Context: an optimization exercise on an open-source flow, tuned for small area. The choices shown serve that exercise and are no tape-out recipe. The RTL was checked by simulation tests, not by an equivalence proof against the original design. Power figures rest on the tool's default switching activity, not on a simulated workload.

v7:
Design nibble_core, start of the top module:
module nibble_core #(
    parameter W = 320,
    parameter H = 240
) (
    input  wire         clk,
    input  wire         rst_n,         
    input  wire         cmd_valid,
    output wire         cmd_ready,
    input  wire [127:0] cmd_word,
    output wire         done,
    output wire [2:0]   result,
    output wire         vram_req,
    output wire         vram_we,
    output wire [15:0]  vram_addr,
    output wire [7:0]   vram_wdata,
    input  wire         vram_gnt,
    input  wire [7:0]   vram_rdata,
    output wire         text_req,
    output wire [15:0]  text_addr,
    input  wire         text_gnt,
    input  wire [7:0]   text_rdata,
    output wire         font_req,
    output wire [8:0]   font_addr,
    input  wire         font_gnt,
    input  wire [7:0]   font_rdata
);
    localparam RB  = W / 2;
    localparam SBC = RB * H;
    localparam S_IDLE  = 4'd0;
    localparam S_FIN   = 4'd1;
    localparam S_RD    = 4'd2;    
    localparam S_WR    = 4'd3;    
    localparam S_SRD   = 4'd4;    
    localparam S_SCHK  = 4'd5;    
    localparam S_TRD   = 4'd6;    
    localparam S_FRD   = 4'd7;    
    localparam S_NC    = 4'd8;    
    localparam S_NC2   = 4'd9;    
    localparam S_SETA  = 4'd10;   
    localparam S_START = 4'd11;   
    localparam S_DOWN  = 4'd12;   
    localparam S_CONV  = 4'd13;   
    localparam M_RMW    = 3'd0;
    localparam M_WRBYTE = 3'd1;
    localparam M_CLEAR  = 3'd2;
    localparam M_PIXEL  = 3'd3;
    localparam M_VLINE  = 3'd4;
    localparam M_HLINE  = 3'd5;
    localparam M_GLYPH  = 3'd6;
    localparam M_TEXT   = 3'd7;
    reg [3:0]  state;
    reg [2:0]  mode;
  ...
export LEC_CHECK = 0
export CAP_MARGIN = 20
export CORE_MARGIN = 2
export CORE_UTILIZATION = 68
export CTS_BUF_LIST = sky130_fd_sc_hd__clkbuf_8
export GPL_TIMING_DRIVEN = 0
export PLACE_DENSITY = 0.78
export SLEW_MARGIN = 20
create_clock -name core_clock -period 6.5 [get_ports {clk}]
standard.sh (not shown) runs the stock make flow with config.mk's settings and CLKGATE_MAP_FILE= SYNTH_SCRIPT=/design/flow/synth_recipe.tcl, a recipe that flattens the netlist after the stock synthesis.
==> flow/flow/run.sh <==
#!/bin/bash
# Layout flow: the standard ORFS flow (standard.sh), with these changes:
#  - synthesis is ORFS's own synthesis script (the one standard.sh uses), but
#    ABC maps the logic with an area-oriented script (flow/abc_deep.script)
#    instead of ORFS's default one; registers are mapped before ABC runs, so
#    they are the standard synthesis's registers;
#  - adders are not mapped to half/full-adder cells first, so ABC maps
#    them with the rest of the logic (ADDER_MAP_FILE empty);
#  - the port buffers are sky130_fd_sc_hd__buf_1 cells;
#  - clock tree synthesis adds no dummy loads (-dont_use_dummy_load).
# Each step writes its full output to a log file of its own in this folder.
set -euo pipefail
cd "$(dirname "$0")/.."
rm -rf synth_scripts
cp -r "$FLOW_HOME/scripts" synth_scripts
cp flow/abc_deep.script synth_scripts/abc_speed.script
bash standard.sh "SCRIPTS_DIR=$PWD/synth_scripts" ADDER_MAP_FILE= synth > synth.log 2>&1
bash standard.sh "BUFFER_PORTS_ARGS=-buffer_cell sky130_fd_sc_hd__buf_1" \
  "CTS_ARGS=-sink_clustering_enable -repair_clock_nets -buf_list sky130_fd_sc_hd__clkbuf_8 -dont_use_dummy_load" \
  finish > layout.log 2>&1
==> flow/flow/abc_deep.script <==
&get -n
&st
&deepsyn -T 30
&dch -f
&nf -a -R 1000
&st
&dch -f
&nf -a -R 1000
&st
&dch -f
&nf -a -R 1000
&put
topo
stime -c
Inputs modified between v7 and v29:
- GPL_TIMING_DRIVEN removed (was 0)
- PLACE_DENSITY changed from 0.78 to 0.65
- CORE_UTILIZATION changed from 68 to 55
==> flow/flow/run.sh <==
#!/bin/bash
# Layout flow: the standard ORFS flow (standard.sh), with these changes:
#  - synthesis is ORFS's own synthesis script (the one standard.sh uses), but
#    ABC maps the logic with an area-oriented script (flow/abc_deep.script)
#    instead of ORFS's default one; registers are mapped before ABC runs, so
#    they are the standard synthesis's registers;
#  - adders are not mapped to half/full-adder cells first, so ABC maps
#    them with the rest of the logic (ADDER_MAP_FILE empty);
#  - the port buffers are sky130_fd_sc_hd__buf_1 cells.
# Each step writes its full output to a log file of its own in this folder.
set -euo pipefail
cd "$(dirname "$0")/.."
rm -rf synth_scripts
cp -r "$FLOW_HOME/scripts" synth_scripts
cp flow/abc_deep.script synth_scripts/abc_speed.script
bash standard.sh "SCRIPTS_DIR=$PWD/synth_scripts" ADDER_MAP_FILE= synth > synth.log 2>&1
bash standard.sh "BUFFER_PORTS_ARGS=-buffer_cell sky130_fd_sc_hd__buf_1" finish > layout.log 2>&1
## What came out
- Result: PASS for each of v7 and v29
- Taking v7 as the reference, in v29 worst voltage drop across the vdd grid has decreased, met1 track demand over resource in global routing has decreased, setup slack after layout has increased, required time of the critical path has decreased.
The following lists how v45 was set up differently from v29:
- GPL_TIMING_DRIVEN: unset -> 0
-- flow/flow/run.sh --
<<< v29, line 8
#    them with the rest of the logic (ADDER_MAP_FILE empty);
#  - the port buffers are sky130_fd_sc_hd__buf_1 cells.
# Each step writes its full output to a log file of its own in this folder.
>>> v45, line 8
#    them with the rest of the logic (ADDER_MAP_FILE empty);
#  - the port buffers are sky130_fd_sc_hd__buf_1 cells;
#  - clock tree synthesis adds no dummy loads (-dont_use_dummy_load).
# Each step writes its full output to a log file of its own in this folder.
<<< v29, line 16
bash standard.sh "SCRIPTS_DIR=$PWD/synth_scripts" ADDER_MAP_FILE= synth > synth.log 2>&1
bash standard.sh "BUFFER_PORTS_ARGS=-buffer_cell sky130_fd_sc_hd__buf_1" finish > layout.log 2>&1
>>> v45, line 17
bash standard.sh "SCRIPTS_DIR=$PWD/synth_scripts" ADDER_MAP_FILE= synth > synth.log 2>&1
bash standard.sh "BUFFER_PORTS_ARGS=-buffer_cell sky130_fd_sc_hd__buf_1" \
  "CTS_ARGS=-sink_clustering_enable -repair_clock_nets -buf_list sky130_fd_sc_hd__clkbuf_8 -dont_use_dummy_load" \
  finish > layout.log 2>&1
==> summary.txt <==
- Measured against each other, v45 and v29 differ in per-instance average area after synthesis, the higher figure coming from v45.
- Cmp v45 vs v29: wire length lower in v45
- There was hardly any difference in total global routing overflow between v45 and v29.
- Between v29 and v45, first-pass GRT wire length decreased.
- | worst supply voltage drop on vdd | higher: v29 |
- Post-route minimum period delta (v45 − v29): unfavourable
- Going from v29 to v45, total power consumption of the routed design shrinks by 0.19 mW.
## Diff of input files: v8 against v45
- changing PLACE_DENSITY from 0.65 to 0.72
- changing CORE_UTILIZATION from 55 to 62
-- flow/flow/run.sh --
<<< v45, line 9
#  - the port buffers are sky130_fd_sc_hd__buf_1 cells;
#  - clock tree synthesis adds no dummy loads (-dont_use_dummy_load).
# Each step writes its full output to a log file of its own in this folder.
>>> v8, line 9
#  - the port buffers are sky130_fd_sc_hd__buf_1 cells;
#  - clock tree synthesis adds no dummy loads (-dont_use_dummy_load) and
#    clusters up to 24 sinks per leaf buffer.
# Each step writes its full output to a log file of its own in this folder.
<<< v45, line 18
bash standard.sh "BUFFER_PORTS_ARGS=-buffer_cell sky130_fd_sc_hd__buf_1" \
  "CTS_ARGS=-sink_clustering_enable -repair_clock_nets -buf_list sky130_fd_sc_hd__clkbuf_8 -dont_use_dummy_load" \
  finish > layout.log 2>&1
>>> v8, line 19
bash standard.sh "BUFFER_PORTS_ARGS=-buffer_cell sky130_fd_sc_hd__buf_1" \
  "CTS_ARGS=-sink_clustering_enable -repair_clock_nets -buf_list sky130_fd_sc_hd__clkbuf_8 -sink_clustering_size 24 -sink_clustering_max_diameter 120 -dont_use_dummy_load" \
  finish > layout.log 2>&1
[summary]
- In the metrics for v8 and v45, the one carrying the lower number of rows created at floorplan is v8.
- Path length in cells of the critical path came out exactly the same in v8 and v45.
- Against v45, power in v8 fell slightly.
- Compared with v45, v8 has less setup slack.

========
== job 105 ==
Another version of the RTL of nibble_core (not shown whole).
Size: roughly 1,100 cells after synthesis, roughly 220 I/O pins, ~0.0080 mm² of cells after synthesis.
clock: 6.5 ns
lec_check: 0
cap_margin: 20
core_margin: 2
core_utilization: 55
cts_buf_list: sky130_fd_sc_hd__clkbuf_8
place_density: 0.65
slew_margin: 20
==> flow/flow/run.sh <==
#!/bin/bash
# Layout flow: the standard ORFS flow (standard.sh), with two changes:
#  - synthesis is ORFS's own synthesis script (the one standard.sh uses), but
#    ABC maps the logic with an area-oriented script (flow/abc_deep.script)
#    instead of ORFS's default one; registers are mapped before ABC runs, so
#    they are the standard synthesis's registers;
#  - adders are not mapped to half/full-adder cells first, so ABC maps
#    them with the rest of the logic (ADDER_MAP_FILE empty);
#  - the port buffers are sky130_fd_sc_hd__buf_1 cells.
# Each step writes its full output to a log file of its own in this folder.
set -euo pipefail
cd "$(dirname "$0")/.."
rm -rf synth_scripts
cp -r "$FLOW_HOME/scripts" synth_scripts
cp flow/abc_deep.script synth_scripts/abc_speed.script
bash standard.sh "SCRIPTS_DIR=$PWD/synth_scripts" ADDER_MAP_FILE= synth > synth.log 2>&1
bash standard.sh "BUFFER_PORTS_ARGS=-buffer_cell sky130_fd_sc_hd__buf_1" finish > layout.log 2>&1
==> flow/flow/abc_deep.script <==
&get -n
&st
&deepsyn -T 30
&dch -f
&nf -a -R 1000
&put
topo
stime -c
Edits applied to the flow inputs when going from job 105 to job 102:
diff --git a/flow/flow/run.sh b/flow/flow/run.sh
--- a/flow/flow/run.sh
+++ b/flow/flow/run.sh
@@ -7,2 +6,0 @@
-#  - adders are not mapped to half/full-adder cells first, so ABC maps
-#    them with the rest of the logic (ADDER_MAP_FILE empty);
@@ -16 +14 @@
-bash standard.sh "SCRIPTS_DIR=$PWD/synth_scripts" ADDER_MAP_FILE= synth > synth.log 2>&1
+bash standard.sh "SCRIPTS_DIR=$PWD/synth_scripts" synth > synth.log 2>&1
==> comparison <==
Slowest cell on the critical path: and3_1 -> job 102, maj3_1 -> job 105. From job 105 to job 102 the numbers moved as follows: sum of net half-perimeters after detailed placement grew by 7.2%, post-synthesis instance area grew by about 6%, count of pins over their slew limit held steady.

==> separate check: timing with driven ports <==
Ports are ideal in the flow. The routed layouts listed here were re-timed in OpenROAD.
Step 1 (the two cells are an assumption about what drives the block):
set clk [get_ports {clk}]
set_driving_cell -lib_cell sky130_fd_sc_hd__clkbuf_16 $clk
set_driving_cell -lib_cell sky130_fd_sc_hd__buf_2 [delete_from_list [all_inputs] $clk]
Step 2 also shifts input and output timing later by t, the mid clock arrival at the registers, as if the neighbouring blocks saw the same clock.
a / b / c = no drivers / after step 1 / after step 2; a / b = the first two.
run	t, ns	slack for setup (ns)	worst setup path after step 2
v7	0.496	0.264 / 0.280 / -0.216	input to register
v29	0.510	0.892 / 0.851 / 0.471	input to register
v45	0.478	0.419 / 0.435 / -0.043	input to register
v8	0.480	0.208 / 0.223 / -0.257	input to register
job 105	0.486	0.452 / 0.472 / -0.014	input to register
job 102	0.499	0.907 / 0.913 / 0.414	input to register
Met with ideal ports but missed after step 2: setup timing in v7, v45, v8 and job 105. For job 102, which loses most, drivers alone change the setup slack by +0.006 ns; drivers and shift together by -0.493 ns.
